From an optimization exercise on the open Yosys and OpenROAD flow, aimed at small area, a short achievable clock period and few clock cycles; shortcuts taken in it are not production practice.
Function was checked by simulation only, so behaviour that the tests miss may differ from the original.
Power is estimated from default activity; no workload was simulated.

==> design.v <==
module apf_core (
    input  wire        clk,
    input  wire        rst,           
    input  wire        start,         
    input  wire [31:0] program_len,
    input  wire [31:0] packet_len,
    input  wire [31:0] filter_age,
    output wire        prog_rd,
    output wire [31:0] prog_addr,
    input  wire [7:0]  prog_data,
    output wire        pkt_rd,
    output wire [31:0] pkt_addr,
    input  wire [7:0]  pkt_data,
    output reg         done,          
    output reg         pass           
);
    localparam integer S_IDLE = 0,  S_REDIR = 1,  S_RCHK = 2,  S_OP  = 3,
                       S_IMM  = 4,  S_CMP   = 5,  S_JX   = 6,  S_LD0 = 7,
                       S_LDX  = 8,  S_WAIT  = 9,  S_JB0  = 10, S_JB1 = 11,
                       S_JB2  = 12, S_LIT   = 13, S_MD0  = 14, S_MD  = 15;
    localparam integer NS = 16;
    localparam [1:0] M_MUL = 2'd0, M_DIV = 2'd1, M_SHL = 2'd2, M_SHR = 2'd3;
    localparam integer NT = 2;
    localparam integer SP = 16 / NT;
    localparam integer SB = (SP == 16) ? 4 : (SP == 8) ? 3 : (SP == 4) ? 2 : (SP == 2) ? 1 : 0;
    reg [NS-1:0] st;
    reg [31:0] fa;           
    reg        fa_lt;        
    reg        dropf;        
    reg        pv;           
    reg [31:0] plen_r, klen_r;
    reg [31:0] budget;
    reg        bdec;         
    reg [31:0] r0, r1;
    reg [4:0]  opc;
    reg        rsel;
    reg        rsel_x;       
    reg        c_eq, c_ne, c_gt, c_lt, c_set, c_al;    
    reg        jtk;          
    reg        rdt;          
    reg        tlt, tdr;     
    reg [1:0]  szf;          
    reg [1:0]  bcnt;         
    reg [31:0] imm;          
    reg [31:0] cmp;          
    reg [31:0] paddr;        
    reg        okf;          
    reg        lok_c;        
    reg [3:0]  lok_z;        
    reg [2:0]  lok_l;        
    reg        e0, e1;       
    reg        eovf, nz;     
    reg        lmore;        
    reg        differ;       
    reg [5:0]  mcnt;
    reg [1:0]  mmode;
    reg        mskip;        
    reg        ahi;          
    reg        lb1, lbd;     
    reg [2:0]  lcnt;         
    reg        sb;           
    reg [4:0]  sk;           
    reg        hit_r;        
    reg [3:0]  tsel_r;       
    reg        bsel;         
    reg [3:0]  hp;           
    reg [3:0]  ic;           
    reg        k0ok, st1;
    reg [31:0] ring [0:15];
    reg        x_add, x_and, x_or, x_li, x_cj, x_jb, x_nn, x_swap, x_mov, x_fault;
    wire [7:0]  b      = prog_data;
    wire [31:0] rr     = rsel ? r1 : r0;           
    wire [31:0] rb     = bsel ? r1 : r0;           
    wire [31:0] xop    = rsel_x ? imm : r1;        
    wire [31:0] shv    = xop;                      
    wire [31:0] imm_nx = {imm[23:0], b};
    wire        op_cj  = (opc >= 5'd15 && opc <= 5'd19);
    wire        op_jmpc = (opc >= 5'd14 && opc <= 5'd20);       
    wire        ld_idx = (opc >= 5'd4);
    wire        nopf   = (opc == 5'd14) || (op_cj && rsel);
    wire [2:0]  ld_sz  = (opc == 5'd1 || opc == 5'd4) ? 3'd1 :
                         (opc == 5'd2 || opc == 5'd5) ? 3'd2 : 3'd4;
    wire        act_op   = st[S_OP];
    wire        bud0     = e0;
    wire        dec      = act_op && pv && !bud0;      
    wire        imm_byte = st[S_IMM] && pv;
    wire        imm_last = imm_byte && (bcnt == 2'd0);
    wire        cmp_byte = st[S_CMP] && pv;
    wire        cmp_last = cmp_byte && (bcnt == 2'd0);
    wire        lit_byte = st[S_LIT] && pv;
    wire        lit_last = lit_byte && !lmore;
    wire        ld_fin   = lbd && (lcnt == 3'd1);
    wire        bg_free  = (!(lb1 || lbd) || ld_fin) && (!sb || hit_r);
    wire        redir_t  = st[S_REDIR] && rdt;
    assign prog_rd   = redir_t ? tlt :
                       fa_lt && (act_op || st[S_CMP] || st[S_LIT] || st[S_REDIR] ||
                                 st[S_JX] || (st[S_IMM] && !(bcnt == 2'd0 && nopf)));
    assign prog_addr = redir_t ? cmp : fa;
    wire        lok      = lok_c && (lok_z != 4'd0 || lok_l >= lcnt);
    assign pkt_rd    = (st1 && k0ok) || (lb1 && lok) || (st[S_JB2] && okf) ||
                       (lbd && lcnt != 3'd1) || (st[S_LIT] && lmore);
    assign pkt_addr  = paddr;
    wire        consume  = pv && (act_op || st[S_IMM] || st[S_CMP] || st[S_LIT]);
    wire        exo      = st[S_OP];
    wire        ex_add   = exo && x_add;
    wire        ex_and   = exo && x_and;
    wire        ex_or    = exo && x_or;
    wire        ex_li    = exo && x_li;
    wire        ex_cj    = exo && x_cj;
    wire        ex_jb    = exo && x_jb;
    wire        ex_nn    = exo && x_nn;                                 
    wire        ex_swap  = exo && x_swap;
    wire        ex_mov   = exo && x_mov;
    wire        ex_fault = exo && x_fault;
    wire        md_div  = st[S_MD] && mmode == M_DIV;
    wire        md_mul  = st[S_MD] && mmode == M_MUL;
    wire        div_sub = md_div && !ahi;
    wire        cmp_sub = ex_cj || st[S_JX] || div_sub;
    wire [31:0] bx      = st[S_LD0] ? imm : ex_nn ? rr : xop;
    wire        b_inv   = cmp_sub || ex_nn;
    wire        b_zero  = md_mul && !r0[31];
    wire [31:0] add_b   = b_zero ? 32'd0 : (bx ^ {32{b_inv}});
    wire [33:0] add_a   = st[S_MD]  ? {md_div & ahi, cmp[31] & md_div, cmp[30:0], md_div & r0[31]} :
                          st[S_LD0] ? {2'b0, r1} :
                          st[S_JB0] ? {2'b0, rr} :
                          ex_nn     ? 34'd0 : {2'b0, r0};
    wire        add_c   = cmp_sub || (ex_nn && imm[0]);
    wire [33:0] add_s   = add_a + {b_inv, b_inv, add_b} + {33'd0, add_c};
    wire [31:0] sum     = add_s[31:0];
    wire [31:0] andv   = r0 & xop;
    wire        eq     = (r0 == xop);
    wire        ge     = !add_s[33];                 
    wire        cond   = c_al || (c_eq && eq) || (c_ne && !eq) || (c_gt && ge && !eq) ||
                         (c_lt && !ge) || (c_set && andv != 32'd0);
    wire        taken  = (ex_cj && cond) || (ex_jb && differ);
    wire        bu_p    = st[S_RCHK] || st[S_OP];
    wire [31:0] bu_len  = bu_p ? plen_r : klen_r;
    wire [31:0] bu_x    = bu_p ? cmp : (st[S_LD0] || st[S_JB1]) ? imm : paddr;
    wire        aux_t   = (st[S_CMP] && pv && bcnt == 2'd0) || (st[S_LIT] && pv && !lmore) || st[S_JX];
    wire [31:0] aux_a   = aux_t ? fa : bu_len;
    wire [31:0] aux_b   = aux_t ? cmp : ~bu_x;
    wire [32:0] bu      = {1'b0, aux_a} + {!aux_t, aux_b} + {32'd0, !aux_t && !bu_p};
    wire        bu_lt   = !bu[32];                               
    wire [31:0] dq_a    = cmp ^ ~plen_r;
    wire [31:0] dq_c    = {cmp[30:0] | ~plen_r[30:0], 1'b0};
    wire        t_drop  = (dq_a == dq_c);
    wire [31:0] fa_tgt  = bu[31:0];
    wire [31:0] fa_inc = (redir_t ? cmp : fa) + 32'd1;
    wire [31:0] pinc   = paddr + 32'd1;
    wire [31:0] m13v   = (k0ok && pkt_data[7:4] == 4'd4) ? {26'd0, pkt_data[3:0], 2'b00} : 32'd0;
    reg  [31:0] init0, initk;
    always @(*) begin
        case (hp)
            4'd13:   init0 = m13v;
            4'd14:   init0 = packet_len;
            4'd15:   init0 = filter_age;
            default: init0 = 32'd0;
        endcase
        case (sk[3:0])
            4'd13:   initk = m13v;
            4'd14:   initk = packet_len;
            4'd15:   initk = filter_age;
            default: initk = 32'd0;
        endcase
    end
    reg  [31:0] tapval;
    integer j;
    always @(*) begin
        tapval = ring[0];
        for (j = 1; j < NT; j = j + 1)
            if (tsel_r[3:SB] == j) tapval = ring[j * SP];
    end
    wire        init_on = (ic != 4'd0);
    wire [31:0] rdval   = init_on ? initk : tapval;
    wire        slot_do = sb && hit_r;
    wire        stm_do  = slot_do && sk[4];
    wire        ldm_do  = slot_do && !sk[4];
    integer i;
    always @(posedge clk) begin
        for (i = 0; i < 16; i = i + 1) begin
            if ((i % SP) == SP - 1) begin
                if (stm_do && tsel_r[3:SB] == ((i + 1) % 16) / SP)
                    ring[i] <= rb;
                else if (init_on)
                    ring[i] <= (i == 15) ? init0 : 32'd0;
                else
                    ring[i] <= ring[(i + 1) % 16];
            end else
                ring[i] <= ring[i + 1];
        end
    end
    wire        mul_div = (mmode == M_MUL) || (mmode == M_DIV);
    wire        skip8   = (mcnt[5:3] != 3'd0) && (!mul_div || (mskip && r0[31:24] == 8'd0));
    wire        md_fin  = skip8 ? (mcnt == 6'd8) : (mcnt == 6'd1);
    wire        dq      = !add_s[32];                
    wire [31:0] a_sh    = skip8 ? {cmp[23:0], r0[31:24]} : {cmp[30:0], r0[31]};
    wire        a_add   = !skip8 && mul_div;
    wire [31:0] a_nx    = a_add ? sum : a_sh;
    wire [31:0] b_nx    = skip8 ? {r0[23:0], 8'd0} : {r0[30:0], mmode == M_DIV && dq};
    wire        md_a_r0 = md_fin && (mmode == M_MUL || mmode == M_SHR);
    wire        sh_zero = (shv == 32'd0);
    wire        sh_l    = !shv[31] && shv[30:5] == 26'd0 && shv[4:0] != 5'd0;
    wire        sh_r    = shv[31] && shv[30:5] == 26'h3FFFFFF && shv[4:0] != 5'd0;
    wire        w      = st[S_WAIT];
    wire        dl     = (dec && b[2:1] == 2'd0) || imm_last;    
    wire [4:0]  d_op   = w ? opc : dec ? b[7:3] : opc;
    wire        d_r    = w ? rsel : dec ? b[0] : rsel;
    wire        d_l0   = w ? (szf == 2'd0) : dec;                 
    wire [31:0] d_imm  = w ? imm : dec ? 32'd0 : imm_nx;
    wire        d_cfin = w ? ((opc >= 5'd15 && opc <= 5'd19) && !rsel && szf != 2'd0) : cmp_last;
    wire        d_any  = dl && !(imm_last && (d_op >= 5'd15 && d_op <= 5'd20) && !d_r) || cmp_last || w;
    wire        d_go   = d_any && bg_free;
    wire        d_hold = d_any && !bg_free && !w;
    wire        d_ld   = (d_op >= 5'd1 && d_op <= 5'd6);
    wire        d_md   = (d_op == 5'd8 || d_op == 5'd9 || d_op == 5'd12);
    wire        d_jb   = (d_op == 5'd20);
    wire        d_slot = (d_op == 5'd21) && (d_imm[31:5] == 27'd0);
    wire        d_jnop = d_l0 && (d_op >= 5'd14 && d_op <= 5'd19);     
    wire        d_jx   = !d_l0 && (d_op == 5'd14 || (d_op >= 5'd15 && d_op <= 5'd19 && d_r));
    wire        d_eok  = (d_imm[31:6] == 26'd0) && d_imm[5] && (d_imm[4:2] == 3'd0);    
    wire        d_ex   = d_cfin || !(d_ld || d_md || d_jb || d_slot || d_jx || d_jnop);
    wire        d_known = (d_op == 5'd7 || d_op == 5'd10 || d_op == 5'd11 || d_op == 5'd13 ||
                           (d_op == 5'd21 && d_eok));
    reg [NS-1:0] nst;
    reg          fin, verdict;
    always @(*) begin
        nst     = st;
        fin     = 1'b0;
        verdict = 1'b1;
        if (st[S_IDLE]) begin
            if (start) nst = (1 << S_REDIR);
        end
        if (st[S_REDIR]) nst = (1 << S_OP);
        if (st[S_RCHK])  nst = jtk ? (1 << S_REDIR) : (1 << S_OP);
        if (act_op) begin
            if (bud0)
                fin = 1'b1;
            else if (!pv) begin
                fin = 1'b1;
                verdict = !dropf;
            end else if (b[2:1] != 2'd0)
                nst = (1 << S_IMM);
        end
        if (st[S_IMM] && !pv) fin = 1'b1;              
        if (st[S_CMP] && !pv) fin = 1'b1;              
        if (st[S_LIT] && !pv) fin = 1'b1;              
        if (imm_last && (d_op >= 5'd15 && d_op <= 5'd20) && !d_r)
            nst = (1 << S_CMP);
        if (d_hold) nst = (1 << S_WAIT);
        if (d_go) begin
            if (d_cfin)       nst = (d_op == 5'd20) ? (1 << S_JB0) : (1 << S_OP);
            else if (d_ld)    nst = (1 << S_LD0);
            else if (d_md)    nst = (1 << S_MD0);
            else if (d_jb)    nst = (1 << S_JB0);
            else if (d_jx)    nst = (1 << S_JX);
            else              nst = (1 << S_OP);       
        end
        if (lit_last) nst = (1 << S_OP);
        if (st[S_JX]) nst = (1 << S_RCHK);
        if (st[S_LD0]) nst = ld_idx ? (1 << S_LDX) : (1 << S_OP);
        if (st[S_LDX]) nst = (1 << S_OP);
        if (lb1 && !lok) fin = 1'b1;                   
        if (st[S_JB0]) nst = (1 << S_JB1);
        if (st[S_JB1]) nst = (1 << S_JB2);
        if (st[S_JB2]) begin
            if (okf) nst = (1 << S_LIT);
            else     fin = 1'b1;
        end
        if (st[S_MD0]) begin
            if (opc == 5'd9 && xop == 32'd0) fin = 1'b1;
            else if (opc == 5'd12 && !(sh_l || sh_r)) nst = (1 << S_OP);
            else nst = (1 << S_MD);
        end
        if (st[S_MD] && md_fin) nst = (1 << S_OP);
        if (ex_fault) begin
            fin = 1'b1;
            verdict = 1'b1;
        end
        if (fin) nst = (1 << S_IDLE);
    end
    wire [NS-1:0] st_d  = taken ? (1 << S_REDIR) : nst;
    wire          fin_t = fin && !taken;
    wire        s_sum  = ex_add || ex_nn;
    wire        s_r1   = (ex_mov && !rsel) || ex_swap;
    wire [31:0] res    = ({32{s_sum}}   & sum)   |
                         ({32{ex_and}}  & andv)  |
                         ({32{ex_or}}   & (r0 | xop)) |
                         ({32{ex_li}}   & imm)   |
                         ({32{s_r1}}    & r1)    |
                         ({32{ldm_do}}  & rdval) |
                         ({32{lbd}}     & {rb[23:0], pkt_data});
    wire [31:0] md_r0  = md_a_r0 ? a_nx : b_nx;
    wire        start_now = st[S_IDLE] && start;
    wire        bg_wr   = (lb1 && lok) || lbd || ldm_do;
    wire        rr_wr   = ex_li || ex_nn || ex_mov;
    wire        wr0     = start_now || ex_add || ex_and || ex_or || ex_swap || (rr_wr && !rsel) ||
                          (bg_wr && !bsel) ||
                          st[S_MD] || (st[S_MD0] && opc == 5'd12 && !sh_zero && !(sh_l || sh_r));
    wire        wr1     = start_now || ex_swap || (rr_wr && rsel) || (bg_wr && bsel);
    wire        r1_r0   = ex_swap || (ex_mov && rsel);
    wire [3:0]  hp1    = hp + 4'd1;
    wire [3:0]  kd_d   = d_imm[3:0] - hp1;           
    wire [3:0]  kd_s   = sk[3:0] - hp1;
    wire        dec_ok = dec && !taken;
    wire        go_slot = d_go && !d_cfin && d_slot;
    wire        go_ex   = d_go && d_ex;
    wire        imm_jmp = imm_last && op_jmpc;         
    wire        imm_en  = dec || imm_byte || cmp_byte || st[S_JB0];
    wire        imm_sx  = imm_last && (opc == 5'd12 || opc == 5'd13);
    wire [31:0] imm_ext = (imm_sx && szf == 2'd1 && b[7])   ? 32'hFFFFFF00 :
                          (imm_sx && szf == 2'd2 && imm[7]) ? 32'hFFFF0000 : 32'd0;
    wire [31:0] imm_d   = ({32{(imm_byte && !imm_jmp) || cmp_byte}} & (imm_nx | imm_ext)) |
                          ({32{st[S_JB0]}} & sum);
    wire        cmp_tgt = (cmp_last && opc != 5'd20) || lit_last;
    wire        cmp_t2  = cmp_tgt || st[S_JX];
    wire        cmp_en  = imm_jmp || cmp_t2 || st[S_MD0] || st[S_MD] || (st[S_JB0] && szf == 2'd0);
    wire [31:0] cmp_d   = ({32{imm_jmp}} & imm_nx) | ({32{cmp_t2}} & fa_tgt) |
                          ({32{st[S_MD]}} & a_nx);
    wire        pa_sum  = st[S_LD0] && ld_idx;
    wire        pa_imm  = st[S_LD0] && !ld_idx;
    wire        pa_en   = start_now || pkt_rd || st[S_LD0] || st[S_JB0];
    wire [31:0] pa_d    = ({32{pkt_rd}} & pinc) | ({32{pa_sum}} & sum) |
                          ({32{pa_imm}} & imm) | ({32{st[S_JB0]}} & rr);
    always @(posedge clk) begin
        st     <= rst ? (1 << S_IDLE) : st_d;
        done   <= !rst && fin_t;
        if (rst) pass <= 1'b0;
        else if (fin) pass <= verdict;
        st1    <= !rst && start_now;
        if (rst) ic <= 4'd0;
        else if (start_now) ic <= SP[3:0];
        else if (init_on) ic <= ic - 4'd1;
        hp     <= start_now ? 4'd12 : hp1;
        plen_r <= program_len;
        klen_r <= packet_len;
        x_add   <= go_ex && !d_cfin && d_op == 5'd7;
        x_and   <= go_ex && !d_cfin && d_op == 5'd10;
        x_or    <= go_ex && !d_cfin && d_op == 5'd11;
        x_li    <= go_ex && !d_cfin && d_op == 5'd13;
        x_nn    <= go_ex && !d_cfin && d_op == 5'd21 && d_eok && !d_imm[1];
        x_swap  <= go_ex && !d_cfin && d_op == 5'd21 && d_eok && d_imm[1:0] == 2'd2;
        x_mov   <= go_ex && !d_cfin && d_op == 5'd21 && d_eok && d_imm[1:0] == 2'd3;
        x_fault <= go_ex && !d_cfin && !d_known;
        x_cj    <= go_ex && d_cfin;
        x_jb    <= lit_last;
        if (start_now) begin
            fa    <= 32'd0;
            fa_lt <= (program_len != 32'd0);
            dropf <= 1'b0;
        end else if (redir_t && !tlt) begin
            fa    <= cmp;
            fa_lt <= 1'b0;
            dropf <= tdr;
        end else if (prog_rd) begin
            fa    <= fa_inc;
            fa_lt <= (fa_inc != plen_r);
            dropf <= 1'b0;
        end
        if (bu_p) begin
            tlt <= bu_lt;
            tdr <= t_drop;
        end
        if (st[S_JX]) jtk <= cond;
        rdt <= taken || (st[S_RCHK] && jtk);
        if (start_now || st[S_REDIR]) pv <= prog_rd;
        else                           pv <= prog_rd || (pv && !consume);
        bdec <= !start_now && dec_ok;
        begin : bflags
            reg e2;
            e2 = bdec ? (budget == 32'd3) : (budget == 32'd2);
            if (start_now) begin
                e0 <= (program_len == 32'd0);
                e1 <= (program_len == 32'd1);
            end else if (dec_ok) begin
                e0 <= e1;
                e1 <= e2;
            end
        end
        if (start_now)   budget <= program_len;
        else if (bdec)   budget <= budget - 32'd1;
        if (dec) begin
            opc    <= b[7:3];
            rsel   <= b[0];
            rsel_x <= !b[0];
            szf    <= b[2:1];
        end
        if (d_go) begin
            c_al  <= d_op == 5'd14;
            c_eq  <= d_op == 5'd15;
            c_ne  <= d_op == 5'd16;
            c_gt  <= d_op == 5'd17;
            c_lt  <= d_op == 5'd18;
            c_set <= d_op == 5'd19;
        end
        if (dec)                   bcnt <= (b[2:1] == 2'd1) ? 2'd0 : (b[2:1] == 2'd2) ? 2'd1 : 2'd3;
        else if (imm_byte || cmp_byte) begin
            if (imm_last && (opc >= 5'd15 && opc <= 5'd20) && !rsel)
                                   bcnt <= (szf == 2'd1) ? 2'd0 : (szf == 2'd2) ? 2'd1 : 2'd3;
            else                   bcnt <= bcnt - 2'd1;
        end
        if (imm_en) imm <= imm_d;
        if (cmp_en) cmp <= cmp_d;
        if (pa_en)  paddr <= pa_d;
        if (pkt_rd) lmore <= (pinc != imm);
        if (wr0) r0 <= st[S_MD] ? md_r0 : res;
        if (wr1) r1 <= r1_r0 ? r0 : res;
        if ((st[S_LD0] && !ld_idx) || st[S_LDX]) begin
            lok_c <= !bu[32];
            lok_z <= {bu[31:24] != 8'd0, bu[23:16] != 8'd0, bu[15:8] != 8'd0, bu[7:3] != 5'd0};
            lok_l <= bu[2:0];
        end
        if (st[S_JB1])            okf <= nz && !eovf && !bu[32];
        if (st[S_LD0]) begin
            lcnt <= ld_sz;
            bsel <= rsel;
        end else if (lbd)
            lcnt <= lcnt - 3'd1;
        lb1 <= !fin_t && !rst && ((st[S_LD0] && !ld_idx) || st[S_LDX]);
        lbd <= !fin_t && !rst && ((lb1 && lok) || (lbd && lcnt != 3'd1));
        if (go_slot) begin
            sk     <= d_imm[4:0];
            bsel   <= d_r;
            hit_r  <= (kd_d[SB-1:0] == 0);
            tsel_r <= kd_d;
        end else begin
            hit_r  <= (kd_s[SB-1:0] == 0);
            tsel_r <= kd_s;
        end
        sb <= !fin_t && !rst && ((go_slot && !taken) || (sb && !hit_r));
        if (st[S_JB0]) begin
            eovf   <= add_s[32];
            nz     <= (xop != 32'd0);
            differ <= 1'b0;
        end
        if (lit_byte) differ <= differ || (prog_data != pkt_data);
        if (st[S_MD0]) ahi <= 1'b0;
        else if (st[S_MD] && !skip8) ahi <= add_s[32];
        if (st[S_MD0]) begin
            mskip <= 1'b1;
            mcnt  <= (opc == 5'd12) ? {1'b0, shv[4:0]} : 6'd32;
            mmode <= (opc == 5'd8) ? M_MUL : (opc == 5'd9) ? M_DIV : sh_l ? M_SHL : M_SHR;
        end
        if (st[S_MD]) begin
            mcnt <= mcnt - (skip8 ? 6'd8 : 6'd1);
            if (!skip8) mskip <= 1'b0;
        end
        if (start_now) begin
            paddr <= 32'd0;
            k0ok  <= (packet_len != 32'd0);
        end
    end
endmodule
==> flow/run.sh <==
#!/bin/bash
set -euo pipefail
export SETUP_SLACK_MARGIN=6.5
bash standard.sh > standard.log 2>&1
==> standard.sh <==
#!/bin/bash
# synth_recipe.tcl (not shown) runs the flow's synth.tcl, then flattens the netlist and writes it again
# the make line also repeats each setting of config.mk as NAME=value (left out here)
make -C /OpenROAD-flow-scripts/flow DESIGN_CONFIG=/design/flow/config.mk WORK_HOME=/design/flow/orfs CLKGATE_MAP_FILE= SYNTH_SCRIPT=/design/flow/synth_recipe.tcl "${@:-finish}"
==> config.mk <==
export PLATFORM = sky130hd
export DESIGN_NAME = apf_core
export DESIGN_NICKNAME = apf_core
export VERILOG_FILES = /design/flow/design.v
export SDC_FILE = /design/flow/constraint.sdc
export NUM_CORES = 4
export LEC_CHECK = 0
export CAP_MARGIN = 20
export CORE_MARGIN = 2
export CORE_UTILIZATION = 40
export PLACE_DENSITY = 0.55
export SLEW_MARGIN = 20
export TNS_END_PERCENT = 0
==> constraint.sdc <==
create_clock -name core_clock -period 11.0 [get_ports {clk}]
set_input_delay 2.2000 -clock core_clock [delete_from_list [all_inputs] [get_ports {clk}]]
set_output_delay 2.2000 -clock core_clock [all_outputs]
set_load 0.01 [all_outputs]
==> impl_metrics.tcl, run 1 <==
set metrics [dict create \
    synth_sequential_area_ratio_pct 44.48 \
    run_status "finished clean" \
    synth_top_family_by_area "compound AO/OA/AOI/OAI gates" \
    critical_path_maximum_fanout 19 \
    area_growth_pct 18.40 \
    syn_warnings 2 \
    portion_of_total_power_attributed_to_combinational_logic_pct 21.8 \
    regToRegEndpoint "sb" \
    first_global_vias 38830 \
    min_path_type "reg2reg" \
    numCtsBuffers 96 \
    synth.avg_cell_area_um2 8.977 \
    worst_setup_path_start_kind "flop" \
    synth_largest_area_cell "sky130_fd_sc_hd__dfxtp_1" \
    setup_viol 0 \
    ys.flop_type "sky130_fd_sc_hd__dfxtp_1" \
    synthTopCellsByArea "sky130_fd_sc_hd__dfxtp_1, sky130_fd_sc_hd__edfxtp_1, sky130_fd_sc_hd__ha_1" \
    finalNetCount 5486 \
    finalNonFillerCells 6758 \
    vdd.ir_drop.worst_mv 0.1527 \
    synthesis.area_um2 45280 \
    placement_rows 123 \
    min_period_ns 5.085 \
    die_h_um 340.5 \
    fin_worst_skew_ns 0.05285 \
    drc_errors 0 \
    flop2flop_setup_slack_ns 5.91 \
    worst-setup-path-type "reg2reg" \
    pin_count_of_the_biggest_net_entering_global_routing 92 \
    vias_per_cell 6.230 \
    syn_inst 5044 \
    drt_pass1_iterations 8 \
    post_synth_num_cell_types 86 \
    postSynthRegisterBits 902 \
    tritoncts "done" \
    cts_hold_buffers 0 \
    grt_pass1_wl_um 298500 \
    worstPathArrival_ns 5.64 \
    worstSkewPairLatency_ns 0.72 \
    share_clk_of_total_power_pct 35.2 \
    critical_path_rt_ns 11.56 \
    worstHoldPathCells 0 \
    yosysMostFrequentCell "sky130_fd_sc_hd__dfxtp_1" \
    worstRegToRegCells 15 \
    p_sw_share_pct 31.95 \
    synth-async-reset-ratio_pct 0 \
    drt.antenna.violating_nets 0 \
    pin_count 183 \
    achievable-frequency_mhz 196.6 \
    tightest_slew_ns 1.255 \
    holdWs_ns 0.3147 \
    grt-ovfl-total 0 \
    power.switching_mw 3.003 \
    setup_repair_after_global_routing_missed_its_margin "yes" \
    ys_top_cells_by_count "sky130_fd_sc_hd__dfxtp_1, sky130_fd_sc_hd__nand2_1, sky130_fd_sc_hd__o21ai_0" \
    fp.dieW_um 340.5 \
    power.leakage_nw 20.68 \
    drive_above_1_share_pct 11.44 \
    clkTransAtPathRegs_ns 0.06 \
    wl_um 214000 \
    synth_area_in_simple_gates_pct 15.01 \
    min_from "ring[15][27]" \
    drt_iter0_drc 5558 \
    maxCapViolations 0 \
    p_per_area_nw_per_um2 175.3 \
    synth-compound-area-share_pct 19.74 \
    maxSlewHeadroom_pct 15.53 \
    final_min_period_over_clock_period_pct 46.23 \
    via_count 42100 \
    cts.htree.levels 3 \
    seqPwrFrac_pct 43.1 \
    post_synth_xor_area_fraction_pct 6.176 \
    synth_adder_area_share_pct 5.454 \
    synthMuxAreaShare_pct 4.377 \
    yosysTopAreaCellShare_pct 30.68 \
    core_area_um2 112300 \
    placedCellCount 6484 \
    io_buffer_count 182 \
    clockRootBuffer "sky130_fd_sc_hd__clkbuf_16" \
    floorplan.initialDensity_pct 40.31 \
    number_of_antenna_violations_at_the_first_check_in_global_routing 10 \
    synthesis.nets 5352 \
    total_track_usage_pct 35.76 \
    count_of_flip_flops_with_a_built_in_enable_after_synthesis 208 \
    design.die.area_um2 115900 \
    fin_tns_setup_ns 0 \
    clock_path_buffers 3 \
    wire_per_inst_um 31.67 \
    hold-path-endpoint "ring[14][27]" \
    fillerInstances 10820 \
    cellInternalPower_mw 6.397 \
    final_hold_viol_count 0 \
    report.final.slew_viol_count 0 \
    cp-end-kind "flop" \
    worstReg2RegStart "rsel_x" \
    place.gp.congestion 1.055 \
    dpl.hpwl_um 155500 \
    sinks_on_the_clock_net 902 \
]
-- state kept, by name (all words and copies together), names as in the netlist, 16 cells and up --
name and count:
budget 32, cmp 32, fa 32, imm 32
klen_r 32, paddr 32, plen_r 32, r0 32
r1 32, ring 512, st 16
-- power groups by stage --
stage / sequential [mW] / combinational (mW) / clock, mW
global route: 4.08 / 2.16 / 3.49
detailed placement: 4.10 / 1.87 / 0
CTS: 4.04 / 1.95 / 3.35
finish: 4.05 / 2.04 / 3.31
floorplan: 3.98 / 1.18 / 0
global placement: 4.09 / 1.87 / 0
-- worst max-delay path: stages (launching register included) --
cell and delay, ns:
sky130_fd_sc_hd__edfxtp_1 0.40, sky130_fd_sc_hd__buf_4 0.18, sky130_fd_sc_hd__bufbuf_16 0.34, sky130_fd_sc_hd__mux2_2 0.40
sky130_fd_sc_hd__inv_1 0.10, sky130_fd_sc_hd__ha_1 0.23, sky130_fd_sc_hd__nor4_1 0.51, sky130_fd_sc_hd__nand4_1 0.36
sky130_fd_sc_hd__o221ai_1 0.26, sky130_fd_sc_hd__a21boi_0 0.37, sky130_fd_sc_hd__nor4b_1 0.28, sky130_fd_sc_hd__o2bb2ai_1 0.16
sky130_fd_sc_hd__a211o_4 0.34, sky130_fd_sc_hd__a31o_4 0.28, sky130_fd_sc_hd__o21bai_1 0.56, sky130_fd_sc_hd__a21oi_1 0.14
-- per-stage QoR --
step	power, mW	setup slack (ns)	area, um2	util, %
finish	9.400	5.915	53610	47.72
global route	9.726	5.943	53600	47.71
CTS	9.343	6.081	53000	47.18
detailed placement	5.974	4.618	48650	43.30
global placement	5.967	4.288	48640	43.30
floorplan	5.168	6.420	45350	-
-- cell families (layout without fill, tap and decap cells) --
logic type,count (synthesis),in the layout
xor+xnor,316,316
simple gates,1483,1487
fa+ha+maj,194,194
compound gates,1387,1387
buf+inv,571,775
mux,191,191
other cells,0,6
flops,902,902
-- area by class of cell --
type / instances / area [um2] / area share, %
Antenna cell: 6 / 15.01 / 0.02801
Timing Repair Buffer: 394 / 3812 / 7.111
Multi-Input combinational cell: 3575 / 23710 / 44.22
Inverter: 209 / 792.0 / 1.477
Sequential cell: 902 / 20170 / 37.63
Clock buffer: 137 / 2804 / 5.230
Clock inverter: 35 / 431.7 / 0.8052
Tap cell: 1500 / 1877 / 3.501
-- metal layers --
layer | global-route usage [%] | vias to the layer above | wire length [um]
met4 | 21.02 | 8 | 15090
met3 | 9.099 | 572 | 22670
met5 | 0 | - | 52
met2 | 52.22 | 2663 | 88630
met1 | 47.62 | 20380 | 87590
li1 | - | 18480 | -
-- what timing repair did --
item	in CTS	in global routing
gates cloned	13	2
setup buffers	44	37
resized for setup	143	68
endpoints found under the setup margin	259	237
pin swaps	21	18
-- how the worst max path moves through the flow --
stage                      start  endpoint  slack (ns)  depth (start not counted)
floorplan               mmode[1]     st[0]        6.42                         20
global placement    prog_data[5]     st[3]        4.29                         10
detailed placement  prog_data[5]     st[3]        4.62                         10
CTS                      lcnt[0]    pkt_rd        6.08                          9
global route               st[3]    st[12]        5.94                         18
finish                    rsel_x        sb        5.91                         15
-- cell usage in the layout, fill, tap and decap left out, types with 18 or more instances in the layout --
cell type                         count
sky130_fd_sc_hd__a21o_1              36
sky130_fd_sc_hd__a221oi_1            62
sky130_fd_sc_hd__a211oi_1            64
sky130_fd_sc_hd__nor3_1              68
sky130_fd_sc_hd__or2_2               18
sky130_fd_sc_hd__xor2_1             115
sky130_fd_sc_hd__a22oi_1            112
sky130_fd_sc_hd__o211ai_1            57
sky130_fd_sc_hd__buf_4              182
sky130_fd_sc_hd__mux2i_1            127
sky130_fd_sc_hd__nand2_1            576
sky130_fd_sc_hd__o21ai_1             18
sky130_fd_sc_hd__clkdlybuf4s50_1    177
sky130_fd_sc_hd__clkbuf_1            23
sky130_fd_sc_hd__and2_1              18
sky130_fd_sc_hd__clkbuf_16          104
sky130_fd_sc_hd__xnor2_1            183
sky130_fd_sc_hd__a31oi_1             74
sky130_fd_sc_hd__o22ai_1             62
sky130_fd_sc_hd__nor2_1             371
sky130_fd_sc_hd__dfxtp_1            682
sky130_fd_sc_hd__o21ai_0            386
sky130_fd_sc_hd__or4_1               20
sky130_fd_sc_hd__nor2b_1             23
sky130_fd_sc_hd__nand4_1             50
sky130_fd_sc_hd__mux2_2              56
sky130_fd_sc_hd__o21a_1              22
sky130_fd_sc_hd__edfxtp_1           208
sky130_fd_sc_hd__o221ai_1            25
sky130_fd_sc_hd__and3_1              30
sky130_fd_sc_hd__a221o_1             49
sky130_fd_sc_hd__nand2b_1            20
sky130_fd_sc_hd__nand3_1            104
sky130_fd_sc_hd__inv_1              204
sky130_fd_sc_hd__nor4_1              78
sky130_fd_sc_hd__a21oi_1            261
sky130_fd_sc_hd__ha_1               175
Testbench counts, summed over its fixed seeds: cycles 179,610.
==> inputs of run 2 (changes only) <==
--- a/design.v
+++ b/design.v
@@ -46,6 +46,8 @@
     reg [31:0] paddr;        
     reg        okf;          
     reg        lok_c;        
+    reg        lnm;          
+    reg        nopf_r;       
     reg [3:0]  lok_z;        
     reg [2:0]  lok_l;        
     reg        e0, e1;       
@@ -77,7 +79,7 @@
     wire        op_cj  = (opc >= 5'd15 && opc <= 5'd19);
     wire        op_jmpc = (opc >= 5'd14 && opc <= 5'd20);       
     wire        ld_idx = (opc >= 5'd4);
-    wire        nopf   = (opc == 5'd14) || (op_cj && rsel);
+    wire        nopf   = nopf_r;
     wire [2:0]  ld_sz  = (opc == 5'd1 || opc == 5'd4) ? 3'd1 :
                          (opc == 5'd2 || opc == 5'd5) ? 3'd2 : 3'd4;
     wire        act_op   = st[S_OP];
@@ -96,9 +98,9 @@
                        fa_lt && (act_op || st[S_CMP] || st[S_LIT] || st[S_REDIR] ||
                                  st[S_JX] || (st[S_IMM] && !(bcnt == 2'd0 && nopf)));
     assign prog_addr = redir_t ? cmp : fa;
-    wire        lok      = lok_c && (lok_z != 4'd0 || lok_l >= lcnt);
-    assign pkt_rd    = (st1 && k0ok) || (lb1 && lok) || (st[S_JB2] && okf) ||
-                       (lbd && lcnt != 3'd1) || (st[S_LIT] && lmore);
+    wire        lok      = lok_c && (lok_z != 4'd0 || lok_l >= lcnt - 3'd1);
+    assign pkt_rd    = (st1 && k0ok) || (lb1 && lok_c) || (st[S_JB2] && okf) ||
+                       (lbd && lnm) || (st[S_LIT] && lmore);
     assign pkt_addr  = paddr;
     wire        consume  = pv && (act_op || st[S_IMM] || st[S_CMP] || st[S_LIT]);
     wire        exo      = st[S_OP];
@@ -114,22 +116,23 @@
     wire        ex_fault = exo && x_fault;
     wire        md_div  = st[S_MD] && mmode == M_DIV;
     wire        md_mul  = st[S_MD] && mmode == M_MUL;
-    wire        div_sub = md_div && !ahi;
-    wire        cmp_sub = ex_cj || st[S_JX] || div_sub;
-    wire [31:0] bx      = st[S_LD0] ? imm : ex_nn ? rr : xop;
-    wire        b_inv   = cmp_sub || ex_nn;
-    wire        b_zero  = md_mul && !r0[31];
+    reg         sa_md, sa_div, sa_mul, sa_ld, sa_jb, sa_nn;
+    wire        div_sub = sa_div && !ahi;
+    wire        cmp_sub = div_sub;
+    wire [31:0] bx      = sa_ld ? imm : sa_nn ? rr : xop;
+    wire        b_inv   = cmp_sub || sa_nn;
+    wire        b_zero  = sa_mul && !r0[31];
     wire [31:0] add_b   = b_zero ? 32'd0 : (bx ^ {32{b_inv}});
-    wire [33:0] add_a   = st[S_MD]  ? {md_div & ahi, cmp[31] & md_div, cmp[30:0], md_div & r0[31]} :
-                          st[S_LD0] ? {2'b0, r1} :
-                          st[S_JB0] ? {2'b0, rr} :
-                          ex_nn     ? 34'd0 : {2'b0, r0};
-    wire        add_c   = cmp_sub || (ex_nn && imm[0]);
+    wire [33:0] add_a   = sa_md ? {sa_div & ahi, cmp[31] & sa_div, cmp[30:0], sa_div & r0[31]} :
+                          sa_ld ? {2'b0, r1} :
+                          sa_jb ? {2'b0, rr} :
+                          sa_nn ? 34'd0 : {2'b0, r0};
+    wire        add_c   = cmp_sub || (sa_nn && imm[0]);
     wire [33:0] add_s   = add_a + {b_inv, b_inv, add_b} + {33'd0, add_c};
     wire [31:0] sum     = add_s[31:0];
     wire [31:0] andv   = r0 & xop;
     wire        eq     = (r0 == xop);
-    wire        ge     = !add_s[33];                 
+    wire        ge     = !(r0 < xop);                
     wire        cond   = c_al || (c_eq && eq) || (c_ne && !eq) || (c_gt && ge && !eq) ||
                          (c_lt && !ge) || (c_set && andv != 32'd0);
     wire        taken  = (ex_cj && cond) || (ex_jb && differ);
@@ -139,7 +142,7 @@
     wire        aux_t   = (st[S_CMP] && pv && bcnt == 2'd0) || (st[S_LIT] && pv && !lmore) || st[S_JX];
     wire [31:0] aux_a   = aux_t ? fa : bu_len;
     wire [31:0] aux_b   = aux_t ? cmp : ~bu_x;
-    wire [32:0] bu      = {1'b0, aux_a} + {!aux_t, aux_b} + {32'd0, !aux_t && !bu_p};
+    wire [32:0] bu      = {1'b0, aux_a} + {!aux_t, aux_b} + {32'd0, !aux_t && st[S_JB1]};
     wire        bu_lt   = !bu[32];                               
     wire [31:0] dq_a    = cmp ^ ~plen_r;
     wire [31:0] dq_c    = {cmp[30:0] | ~plen_r[30:0], 1'b0};
@@ -333,6 +336,12 @@
         hp     <= start_now ? 4'd12 : hp1;
         plen_r <= program_len;
         klen_r <= packet_len;
+        sa_md  <= nst[S_MD];
+        sa_div <= nst[S_MD] && (st[S_MD0] ? (opc == 5'd9) : (mmode == M_DIV));
+        sa_mul <= nst[S_MD] && (st[S_MD0] ? (opc == 5'd8) : (mmode == M_MUL));
+        sa_ld  <= nst[S_LD0];
+        sa_jb  <= nst[S_JB0];
+        sa_nn  <= nst[S_OP] && go_ex && !d_cfin && d_op == 5'd21 && d_eok && !d_imm[1];
         x_add   <= go_ex && !d_cfin && d_op == 5'd7;
         x_and   <= go_ex && !d_cfin && d_op == 5'd10;
         x_or    <= go_ex && !d_cfin && d_op == 5'd11;
@@ -382,6 +391,7 @@
             opc    <= b[7:3];
             rsel   <= b[0];
             rsel_x <= !b[0];
+            nopf_r <= (b[7:3] == 5'd14) || ((b[7:3] >= 5'd15 && b[7:3] <= 5'd19) && b[0]);
             szf    <= b[2:1];
         end
         if (d_go) begin
@@ -410,6 +420,10 @@
             lok_l <= bu[2:0];
         end
         if (st[S_JB1])            okf <= nz && !eovf && !bu[32];
+        if (st[S_LD0])
+            lnm <= (ld_sz != 3'd1);
+        else if (lbd)
+            lnm <= (lcnt != 3'd2);
         if (st[S_LD0]) begin
             lcnt <= ld_sz;
             bsel <= rsel;
==> flow/run.sh (replaced) <==
#!/bin/bash
set -euo pipefail
export SETUP_SLACK_MARGIN=7.5
bash standard.sh > standard.log 2>&1
==> impl_metrics.tcl, run 2 <==
set metrics [dict create \
    worstRegToRegCells 11 \
    worst-setup-path-type "reg2out" \
    grt_pass1_wl_um 296900 \
    report.final.slew_viol_count 0 \
    min_path_type "reg2reg" \
    design.die.area_um2 118800 \
    maxCapViolations 0 \
    final_min_period_over_clock_period_pct 43.89 \
    worstReg2RegStart "paddr[0]" \
    clockRootBuffer "sky130_fd_sc_hd__clkbuf_16" \
    ys_top_cells_by_count "sky130_fd_sc_hd__dfxtp_1, sky130_fd_sc_hd__nand2_1, sky130_fd_sc_hd__o21ai_0" \
    post_dp_cell_area_um2 49750 \
    worst_setup_path_start_kind "flop" \
    met2_usage_pct 50.21 \
    numCtsBuffers 97 \
    synth_largest_area_cell "sky130_fd_sc_hd__dfxtp_1" \
    fp.dieW_um 344.6 \
    pin_count 183 \
    final_hold_viol_count 0 \
    ys.flop_type "sky130_fd_sc_hd__dfxtp_1" \
    sinks_on_the_clock_net 910 \
    min_from "ring[3][29]" \
    drive_above_1_share_pct 11.88 \
    syn_warnings 2 \
    global_route.usage.met3_pct 8.718 \
    finalNonFillerCells 6902 \
    critical_path_maximum_fanout 7 \
    layout_common_cells "sky130_fd_sc_hd__dfxtp_1, sky130_fd_sc_hd__nand2_1, sky130_fd_sc_hd__o21ai_0" \
    total_track_usage_pct 34.75 \
    hold-path-endpoint "ring[2][29]" \
    area_growth_pct 19.06 \
    tritoncts "done" \
    layout_setup_ws_ns 6.172 \
    number_of_antenna_violations_at_the_first_check_in_global_routing 10 \
    synthesis.nets 5531 \
    yosysTopAreaCellShare_pct 30.20 \
    via_count 42620 \
    floorplan.initialDensity_pct 40.48 \
    global_route.peak_usage_layer "met2" \
    min_period_ns 4.828 \
    drt_iter0_drc 5254 \
    placedCellCount 6634 \
    clock_path_buffers 3 \
    tightest_slew_ns 1.169 \
    pin_count_of_the_biggest_net_entering_global_routing 95 \
    timing.critical_path.slowest_stage_cell "sky130_fd_sc_hd__edfxtp_1" \
    io_buffer_count 182 \
    grt-ovfl-total 0 \
    vdd.ir_drop.worst_mv 0.1954 \
    place.gp.congestion 0.9924 \
    postSynthRegisterBits 910 \
    count_of_flip_flops_with_a_built_in_enable_after_synthesis 210 \
    drt.antenna.violating_nets 0 \
    cts.htree.levels 3 \
    syn_inst 5191 \
    core_area_um2 114700 \
    crit_path_max_incr_delay_ns 0.62 \
    maxSlewHeadroom_pct 21.32 \
    synth_sequential_area_ratio_pct 43.79 \
    final_common_cell "sky130_fd_sc_hd__dfxtp_1" \
    placement_rows 124 \
    use_met1_pct 46.00 \
    drt_pass1_iterations 9 \
    regToRegEndpoint "lmore" \
    p_per_area_nw_per_um2 176.6 \
    vias_per_cell 6.175 \
    flop2flop_setup_slack_ns 6.18 \
    worstSkewPairLatency_ns 0.73 \
    largest_reg_flops 512 \
    wl_um 211900 \
    power.leakage_nw 21.59 \
    cts_hold_buffers 0 \
    critical_path_rt_ns 8.80 \
    worstPathArrival_ns 2.63 \
    synthTopCellsByArea "sky130_fd_sc_hd__dfxtp_1, sky130_fd_sc_hd__edfxtp_1, sky130_fd_sc_hd__ha_1" \
    crit_path_cell_trace "inv_1 > o21ai_1 > clkdlybuf4s50_1" \
    drc_errors 0 \
    setup_viol 0 \
    finalNetCount 5644 \
    cp-end-kind "primary output" \
    first_global_vias 39980 \
    synth.avg_cell_area_um2 8.940 \
    finalInstanceArea_um2 55250 \
    dpl.hpwl_um 153400 \
    synthesis.area_um2 46410 \
    clkTransAtPathRegs_ns 0.06 \
    run_status "finished clean" \
    die_h_um 344.6 \
    yosysMostFrequentCell "sky130_fd_sc_hd__dfxtp_1" \
    post_synth_num_cell_types 104 \
    worstHoldPathCells 0 \
    fin_tns_setup_ns 0 \
    top_register "ring" \
    dp_slack_ns 5.074 \
    fin_worst_skew_ns 0.06731 \
    achievable-frequency_mhz 207.1 \
    wire_per_inst_um 30.70 \
    synth-async-reset-ratio_pct 0 \
    setup_repair_after_global_routing_missed_its_margin "yes" \
]
[run 2: cell types whose count changed after synthesis, sizes merged, moves of 32 or more]
cell    previous run  this run
o211ai            57        21
a21oi            271       339
ha               187       219
nand2            581       507
nor2             387       424
o21ai            411       504
xor2             119        79
nand3            106       153
[run 2: cell type report]
class | count | area [um2]
Sequential cell | 910 | 20350
Clock buffer | 127 | 2816
Multi-Input combinational cell | 3697 | 25000
Tap cell | 1512 | 1892
Fill cell | 10980 | 59400
Clock inverter | 54 | 588.1
Inverter | 224 | 850.8
Antenna cell | 4 | 10.01
Timing Repair Buffer | 374 | 3750
[run 2: per-layer routing]
layer	vias to the layer above	wire, um
li1	19010	-
met1	20550	85310
met2	2524	88000
met3	541	23060
met4	4	15500
met5	-	22
[run 2: metrics by stage]
| step | power, mW | utilization (%) | hold slack, ns |
|---|---|---|---|
| after floorplan | 5.345 | - | 0.3096 |
| after global placement | 6.123 | 43.39 | 0.3095 |
| after detailed placement | 6.133 | 43.39 | 0.3121 |
| after CTS | 9.731 | 47.70 | 0.2868 |
| after global routing | 10.12 | 48.18 | 0.2900 |
| final | 9.758 | 48.19 | 0.2729 |
[run 2: report_power, final]
part           switching (mW)  total [mW]  internal [mW]
sequential              0.281        4.12           3.84
combinational            1.38        2.18          0.798
clock                    1.48        3.46           1.98
[run 2: worst max-delay path by stage]
stage,endpoint,slack [ns],start,cells past startpoint
finish,prog_addr[4],6.17,cmp[4],3
global route,r0[0],6.14,rsel_x,20
global placement,r0[0],5.12,rsel,19
detailed placement,r0[0],5.07,rsel,19
CTS,prog_rd,6.27,st[1],7
floorplan,r1[26],6.92,rsel_x,21
[run 2: critical path: cells and delay by family (launching register included)]
kind / cells / cell delay (ns)
AOI/OAI and AO/OA: 1 / 0.38
buffers and inverters: 2 / 0.92
DFF: 1 / 0.62
[run 2: kinds of logic after synthesis]
group	after synthesis	share of synthesized area [%]
AOI/OAI and AO/OA	1523	20.84
adders and majority gates	226	6.185
buffers and inverters	587	4.961
xor gates and xnor gates	286	5.398
muxes	186	4.090
and+or+nand+nor	1473	14.75
DFF	910	43.79
[run 2: timing repair]
| item | CTS | global route |
|---|---|---|
| pin swaps | 24 | 26 |
| endpoints found under the setup margin | 463 | 455 |
| hold endpoints to repair | 0 | 0 |
| setup buffers | 52 | 17 |
| resized for setup | 187 | 81 |
| cloned | 12 | 2 |
Testbench counts of run 2, summed over its fixed seeds: cycles 179,610.
==> inputs of run 3 (changes only) <==
==> flow/run.sh (replaced) <==
#!/bin/bash
set -euo pipefail
export SETUP_SLACK_MARGIN=6.5
bash standard.sh > standard.log 2>&1
==> impl_metrics.tcl, run 3 <==
set metrics [dict create \
    run_status "finished clean" \
    final_common_cell "sky130_fd_sc_hd__dfxtp_1" \
    ys_top_cells_by_count "sky130_fd_sc_hd__dfxtp_1, sky130_fd_sc_hd__nand2_1, sky130_fd_sc_hd__o21ai_0" \
    first_global_vias 39310 \
    synthTopCellsByArea "sky130_fd_sc_hd__dfxtp_1, sky130_fd_sc_hd__edfxtp_1, sky130_fd_sc_hd__ha_1" \
    syn_inst 5191 \
    share_clk_of_total_power_pct 34.8 \
    dpl.hpwl_um 151100 \
    drc_errors 0 \
    drive_above_1_share_pct 11.27 \
    p_sw_share_pct 32.06 \
    worst-setup-path-type "reg2reg" \
    setup_viol 0 \
    met1Wirelength_um 84270 \
    tightest_slew_ns 1.314 \
    fin_tns_setup_ns 0 \
    postSynthRegisterBits 910 \
    drt_pass1_iterations 6 \
    synth.avg_cell_area_um2 8.940 \
    postLayoutCoreUtil_pct 48.07 \
    worst_setup_path_start_kind "flop" \
    worstRegToRegCells 15 \
    fp.dieW_um 344.6 \
    layout_common_cells "sky130_fd_sc_hd__dfxtp_1, sky130_fd_sc_hd__nand2_1, sky130_fd_sc_hd__o21ai_0" \
    maxSlewHeadroom_pct 12.22 \
    critical_path_maximum_fanout 11 \
    yosysTopAreaCellShare_pct 30.20 \
    fin_worst_skew_ns 0.06185 \
    cellInternalPower_mw 6.594 \
    vdd.ir_drop.worst_mv 0.1805 \
    count_of_flip_flops_with_a_built_in_enable_after_synthesis 210 \
    met2WireLength_um 87200 \
    number_of_antenna_violations_at_the_first_check_in_global_routing 6 \
    post_synth_num_cell_types 104 \
    flop2flop_setup_slack_ns 6.08 \
    design.die.area_um2 118800 \
    grt_pass1_wl_um 289600 \
    core_area_um2 114700 \
    power.leakage_nw 21.51 \
    critical_path_rt_ns 11.54 \
    synth-async-reset-ratio_pct 0 \
    top_register "ring" \
    worst_setup_path_endpoint "sb" \
    pin_count_of_the_biggest_net_entering_global_routing 68 \
    maxCapViolations 0 \
    synthesis.area_um2 46410 \
    seqPwrFrac_pct 42.5 \
    power.switching_mw 3.111 \
    drt.antenna.violating_nets 0 \
    regToRegEndpoint "sb" \
    min_period_ns 4.919 \
    largest_reg_flops 512 \
    ys.flop_type "sky130_fd_sc_hd__dfxtp_1" \
    synth_largest_area_cell "sky130_fd_sc_hd__dfxtp_1" \
    area_growth_pct 18.76 \
    numCtsBuffers 96 \
    setup_repair_after_global_routing_missed_its_margin "yes" \
    report.final.slew_viol_count 0 \
    synth_sequential_area_ratio_pct 43.79 \
    die_h_um 344.6 \
    wl_um 208600 \
    critPathLaunch "rsel_x" \
    holdWs_ns 0.3082 \
    topRoutingLayerUsed "met5" \
    finalNetCount 5650 \
    drt_iter0_drc 5516 \
    p_per_area_nw_per_um2 176.1 \
    min_path_type "reg2reg" \
    report.power.total_mw 9.705 \
    syn_warnings 2 \
    sinks_on_the_clock_net 910 \
    io_buffer_count 182 \
    final_hold_viol_count 0 \
    clkTransAtPathRegs_ns 0.06 \
    clock_path_buffers 3 \
    floorplan.initialDensity_pct 40.48 \
    vias_per_cell 6.213 \
    dp_slack_ns 4.881 \
    worstPathArrival_ns 5.46 \
    clockRootBuffer "sky130_fd_sc_hd__clkbuf_16" \
    portion_of_total_power_attributed_to_combinational_logic_pct 22.7 \
    synthesis.nets 5531 \
    worstReg2RegStart "rsel_x" \
    cts.htree.levels 3 \
    tritoncts "done" \
    achievable-frequency_mhz 203.3 \
    place.gp.congestion 1.070 \
    final_min_period_over_clock_period_pct 44.72 \
    via_count 42870 \
    detailroute.wirelength.met3_um 22890 \
    pin_count 183 \
    worstSkewPairLatency_ns 0.72 \
    yosysMostFrequentCell "sky130_fd_sc_hd__dfxtp_1" \
    wire_per_inst_um 30.23 \
    total_track_usage_pct 33.76 \
    grt-ovfl-total 0 \
    cp-end-kind "flop" \
    layout_setup_ws_ns 6.081 \
    placement_rows 124 \
]
run 3: cell counts after synthesis:
Identical to the previous run, type by type.
run 3: critical path: stages, from the launching register on:
cell and delay [ns]:
sky130_fd_sc_hd__edfxtp_1 0.35, sky130_fd_sc_hd__buf_4 0.14, sky130_fd_sc_hd__buf_12 0.16, sky130_fd_sc_hd__buf_12 0.18
sky130_fd_sc_hd__mux2i_1 0.41, sky130_fd_sc_hd__inv_1 0.13, sky130_fd_sc_hd__ha_1 0.22, sky130_fd_sc_hd__nor4_1 0.52
sky130_fd_sc_hd__nand4_1 0.55, sky130_fd_sc_hd__o21ai_0 0.48, sky130_fd_sc_hd__nand2b_1 0.15, sky130_fd_sc_hd__a221o_1 0.28
sky130_fd_sc_hd__o211ai_1 0.52, sky130_fd_sc_hd__buf_4 0.23, sky130_fd_sc_hd__a21o_1 0.24, sky130_fd_sc_hd__a21oi_1 0.14
run 3: cells by family after synthesis:
group           synth area share, %
simple gates                  14.75
mux                           4.090
buf+inv                       4.961
flops                         43.79
compound gates                20.84
xor+xnor                      5.398
fa+ha+maj                     6.185
run 3: layer usage:
layer  up-vias  global-route usage (%)
met5         -                       0
li1      19030                       -
met3       547                   8.768
met2      2576                   49.54
met1     20710                   45.11
met4         6                   18.67
run 3: how the worst min path moves through the flow:
stage,startpoint,to,slack (ns),cells after the start
detailed placement,ring[1][19],ring[0][19],0.31,0
global placement,ring[9][5],ring[8][5],0.31,0
finish,ring[11][28],ring[10][28],0.31,0
CTS,ring[11][28],ring[10][28],0.32,0
floorplan,ring[1][0],ring[0][0],0.31,0
global route,ring[11][28],ring[10][28],0.32,0
run 3: cell type report:
type                       instances  area [um2]
inverter                         224       850.8
clock buffer                     129        2730
fill                           11000       59540
clock inverter                    45       543.0
multi-input combinational       3694       24840
tap                             1512        1892
sequential                       910       20350
timing repair buffer             384        3909
antenna                            2       5.005
run 3: per-stage QoR:
stage                     std cells  cell area [um2]
final                          6900            55110
after detailed placement       6636            49640
after global placement         6635            49640
after CTS                      6849            54020
after global routing           6898            55110
after floorplan                5191            46410
run 3: repair_timing:
item,CTS,global route
pin swaps,8,40
buffers inserted,30,42
resized for setup,135,142
cloned,9,7
setup endpoints to repair,255,242
hold buffers,0,0
run 3: power groups by stage:
stage,registers [mW],logic (mW),clock network [mW]
floorplan,4.03,1.29,0
global placement,4.16,1.97,0
detailed placement,4.17,1.96,0
CTS,4.11,2.09,3.42
global route,4.16,2.33,3.54
finish,4.12,2.21,3.37
==> inputs of run 4 (changes only) <==
--- a/design.v
+++ b/design.v
@@ -35,6 +35,7 @@
     reg [4:0]  opc;
     reg        rsel;
     reg        rsel_x;       
+    reg        rsel_y;       
     reg        c_eq, c_ne, c_gt, c_lt, c_set, c_al;    
     reg        jtk;          
     reg        rdt;          
@@ -73,7 +74,8 @@
     wire [7:0]  b      = prog_data;
     wire [31:0] rr     = rsel ? r1 : r0;           
     wire [31:0] rb     = bsel ? r1 : r0;           
-    wire [31:0] xop    = rsel_x ? imm : r1;        
+    wire [31:0] xop    = {rsel_y ? imm[31:16] : r1[31:16],
+                          rsel_x ? imm[15:0]  : r1[15:0]};    
     wire [31:0] shv    = xop;                      
     wire [31:0] imm_nx = {imm[23:0], b};
     wire        op_cj  = (opc >= 5'd15 && opc <= 5'd19);
@@ -387,6 +389,7 @@
         end
         if (start_now)   budget <= program_len;
         else if (bdec)   budget <= budget - 32'd1;
+        rsel_y <= dec ? !b[0] : rsel_x;
         if (dec) begin
             opc    <= b[7:3];
             rsel   <= b[0];
==> flow/run.sh (replaced) <==
#!/bin/bash
set -euo pipefail
export SETUP_SLACK_MARGIN=7.5
bash standard.sh > standard.log 2>&1
==> impl_metrics.tcl, run 4 <==
set metrics [dict create \
    run_status "finished clean" \
    drt.antenna.violating_nets 0 \
    power.switching_mw 3.018 \
    ys_top_cells_by_count "sky130_fd_sc_hd__dfxtp_1, sky130_fd_sc_hd__nand2_1, sky130_fd_sc_hd__o21ai_0" \
    core_area_um2 115900 \
    synth.avg_cell_area_um2 9.009 \
    vias_per_cell 6.388 \
    number_of_antenna_violations_at_the_first_check_in_global_routing 16 \
    first_global_vias 41510 \
    portion_of_total_power_attributed_to_combinational_logic_pct 20.6 \
    grt-ovfl-total 0 \
    achievable-frequency_mhz 208.9 \
    tightest_slew_ns 1.161 \
    critical_path_maximum_fanout 9 \
    syn_warnings 2 \
    p_sw_share_pct 31.24 \
    largest_reg_flops 512 \
    final_common_cell "sky130_fd_sc_hd__dfxtp_1" \
    placement_rows 125 \
    count_of_flip_flops_with_a_built_in_enable_after_synthesis 210 \
    final_min_period_over_clock_period_pct 43.51 \
    ys.flop_type "sky130_fd_sc_hd__dfxtp_1" \
    layout_setup_ws_ns 6.213 \
    min_period_ns 4.787 \
    synthesis.nets 5520 \
    sinks_on_the_clock_net 910 \
    area_growth_pct 20.55 \
    synth-async-reset-ratio_pct 0 \
    worst_setup_path_start_kind "flop" \
    synth_sequential_area_ratio_pct 43.54 \
    top_register "ring" \
    finalNetCount 5670 \
    yosysTopAreaCellShare_pct 30.03 \
    worst-setup-path-type "reg2reg" \
    pin_count 183 \
    total_track_usage_pct 37.30 \
    clkTransAtPathRegs_ns 0.06 \
    yosysMostFrequentCell "sky130_fd_sc_hd__dfxtp_1" \
    design.die.area_um2 119400 \
    synthTopCellsByArea "sky130_fd_sc_hd__dfxtp_1, sky130_fd_sc_hd__edfxtp_1, sky130_fd_sc_hd__ha_1" \
    drive_above_1_share_pct 11.90 \
    drc_errors 0 \
    cts.htree.levels 3 \
    maxSlewHeadroom_pct 22.35 \
    place.gp.congestion 1.045 \
    synth_largest_area_cell "sky130_fd_sc_hd__dfxtp_1" \
    drt_pass1_iterations 8 \
    floorplan.initialDensity_pct 40.27 \
    dp_slack_ns 4.663 \
    maxCapViolations 0 \
    worstSkewPairLatency_ns 0.73 \
    numCtsBuffers 95 \
    die_h_um 345.6 \
    wire_per_inst_um 33.11 \
    worstPathArrival_ns 5.19 \
    share_clk_of_total_power_pct 37.2 \
    fp.dieW_um 345.6 \
    fin_tns_setup_ns 0 \
    layout_common_cells "sky130_fd_sc_hd__dfxtp_1, sky130_fd_sc_hd__nand2_1, sky130_fd_sc_hd__o21ai_0" \
    drt_iter0_drc 5784 \
    critical_path_rt_ns 11.41 \
    tritoncts "done" \
    cellInternalPower_mw 6.642 \
    postSynthRegisterBits 910 \
    cp-end-kind "flop" \
    fin_worst_skew_ns 0.06255 \
    p_per_area_nw_per_um2 171.7 \
    synthesis.area_um2 46670 \
    cts_hold_buffers 0 \
    via_count 44340 \
    io_buffer_count 182 \
    report.final.slew_viol_count 0 \
    final_hold_viol_count 0 \
    vdd.ir_drop.worst_mv 0.1905 \
    post_synth_num_cell_types 96 \
    syn_inst 5180 \
    pin_count_of_the_biggest_net_entering_global_routing 69 \
    grt_pass1_wl_um 320200 \
    clockRootBuffer "sky130_fd_sc_hd__clkbuf_16" \
    seqPwrFrac_pct 42.2 \
    setup_viol 0 \
    setup_repair_after_global_routing_missed_its_margin "yes" \
    wl_um 229900 \
    min_path_type "reg2reg" \
    dpl.hpwl_um 164900 \
    power.leakage_nw 21.46 \
    clock_path_buffers 3 \
]
[run 4: changes by cell type in the layout (fill, tap and decap cells not counted), sizes merged, moves of 17 or more]
cell | previous run | this run
clkdlybuf4s50 | 179 | 144
nand3 | 153 | 112
mux2i | 157 | 193
a221o | 43 | 26
buf | 188 | 206
nand2b | 21 | 38
dlygate4sd2 | 1 | 37
o21ai | 504 | 435
a211oi | 73 | 99
[run 4: metal layers]
metal / share of wire (%) / track usage [%]
met5: 0.028 / 0
met4: 8.6 / 26.84
met3: 12 / 12.23
met2: 41 / 54.32
met1: 38 / 46.20
[run 4: area by class of cell]
cell class | count | area, um2
clock inverters | 54 | 833.3
flip-flops and latches | 910 | 20360
diodes | 7 | 17.52
inverters | 226 | 869.6
clock buffers | 124 | 2693
multi-input cells | 3693 | 25420
repair buffers | 404 | 4161
fillers | 11030 | 59630
well taps | 1524 | 1907
[run 4: worst paths after layout]
path                                    from          end  slack [ns]  cells after the start
worst min register to register  ring[10][23]  ring[9][23]        0.29                      0
worst min-delay path            ring[10][23]  ring[9][23]        0.29                      0
worst max register to register        r0[28]           e0        6.21                     13
worst max-delay path                  r0[28]           e0        6.21                     13
[run 4: repair_timing]
action | CTS | global route
buffers inserted | 67 | 6
hold endpoints to repair | 0 | 0
pin swaps | 39 | 9
cloned | 21 | 0
endpoints found under the setup margin | 403 | 375
resized for setup | 298 | 31
[run 4: worst max-delay path, cell delays in order (launching register included)]
cell and delay (ns):
sky130_fd_sc_hd__edfxtp_1 0.93, sky130_fd_sc_hd__inv_1 0.33, sky130_fd_sc_hd__ha_1 0.42, sky130_fd_sc_hd__or4_1 0.52, sky130_fd_sc_hd__nor2_1 0.27, sky130_fd_sc_hd__nand4_1 0.13, sky130_fd_sc_hd__buf_4 0.20, sky130_fd_sc_hd__nor4_4 0.42
sky130_fd_sc_hd__nand2b_1 0.16, sky130_fd_sc_hd__o41ai_1 0.12, sky130_fd_sc_hd__o41ai_4 0.32, sky130_fd_sc_hd__buf_4 0.26, sky130_fd_sc_hd__nand2_1 0.16, sky130_fd_sc_hd__nand2_1 0.21
[run 4: power groups by stage]
stage | Clock, mW | Combinational [mW] | Sequential, mW
after detailed placement | 0 | 1.82 | 4.13
final | 3.60 | 1.99 | 4.07
after floorplan | 0 | 1.16 | 4.01
after global placement | 0 | 1.82 | 4.12
after global routing | 3.77 | 2.10 | 4.11
after CTS | 3.64 | 1.93 | 4.06
[run 4: logic make-up after synthesis]
logic type | share of synthesized area [%]
AO/OA/AOI/OAI | 20.74
XOR/XNOR | 5.145
adder cells (fa/ha/maj) | 6.129
buffers and inverters | 4.727
flip-flops | 43.54
multiplexers | 4.864
AND/OR/NAND/NOR | 14.85
[run 4: metrics by stage]
stage / cells / hold WS [ns] / util [%] / instance area, um2 / total power [mW]
floorplan: 5180 / 0.3096 / - / 46750 / 5.171
global placement: 6663 / 0.3095 / 43.30 / 50180 / 5.939
detailed placement: 6663 / 0.3121 / 43.31 / 50190 / 5.949
CTS: 6929 / 0.3095 / 48.33 / 56020 / 9.626
global route: 6935 / 0.3135 / 48.53 / 56240 / 9.971
finish: 6942 / 0.2944 / 48.54 / 56260 / 9.659
Testbench counts of run 4, summed over its fixed seeds: cycles 179,610.

## afterwards: timing with drivers on the ports
No port has a modelled driver above. Below, the same layouts with a new extraction and two added sets of constraints.
Step 1, drivers: a clkbuf_16 drives clk and a buf_2 each remaining input, both assumed.
Step 2 adds t to the input delays and takes it off the output delays; t is the mean of the earliest and latest rising clock arrival at the registers after step 1. Input paths then give back, and output paths get back, about the clock's delay inside the block.
Slacks: ideal / step 1 / step 2; pairs: ideal / step 1.
| run | t, ns | setup slack, ns | worst hold slack (ns) | worst setup path after step 2 | worst register clock-pin slew, ns |
|---|---|---|---|---|---|
| run 1 | 0.769 | 5.915 / 5.915 / 5.434 | 0.315 / 0.315 / 0.315 | input to register | 0.07 / 0.07 |
| run 2 | 0.777 | 6.172 / 6.093 / 5.615 | 0.273 / 0.273 / 0.273 | input to register | 0.07 / 0.07 |
| run 3 | 0.765 | 6.081 / 6.081 / 5.400 | 0.308 / 0.308 / 0.308 | input to register | 0.07 / 0.07 |
| run 4 | 0.780 | 6.213 / 6.213 / 5.617 | 0.294 / 0.294 / 0.294 | input to register | 0.07 / 0.07 |
After both steps setup and hold are still met in every run listed. The setup slack of run 3, which loses most, moves by 0.000 ns with the drivers and by -0.681 ns with both steps.
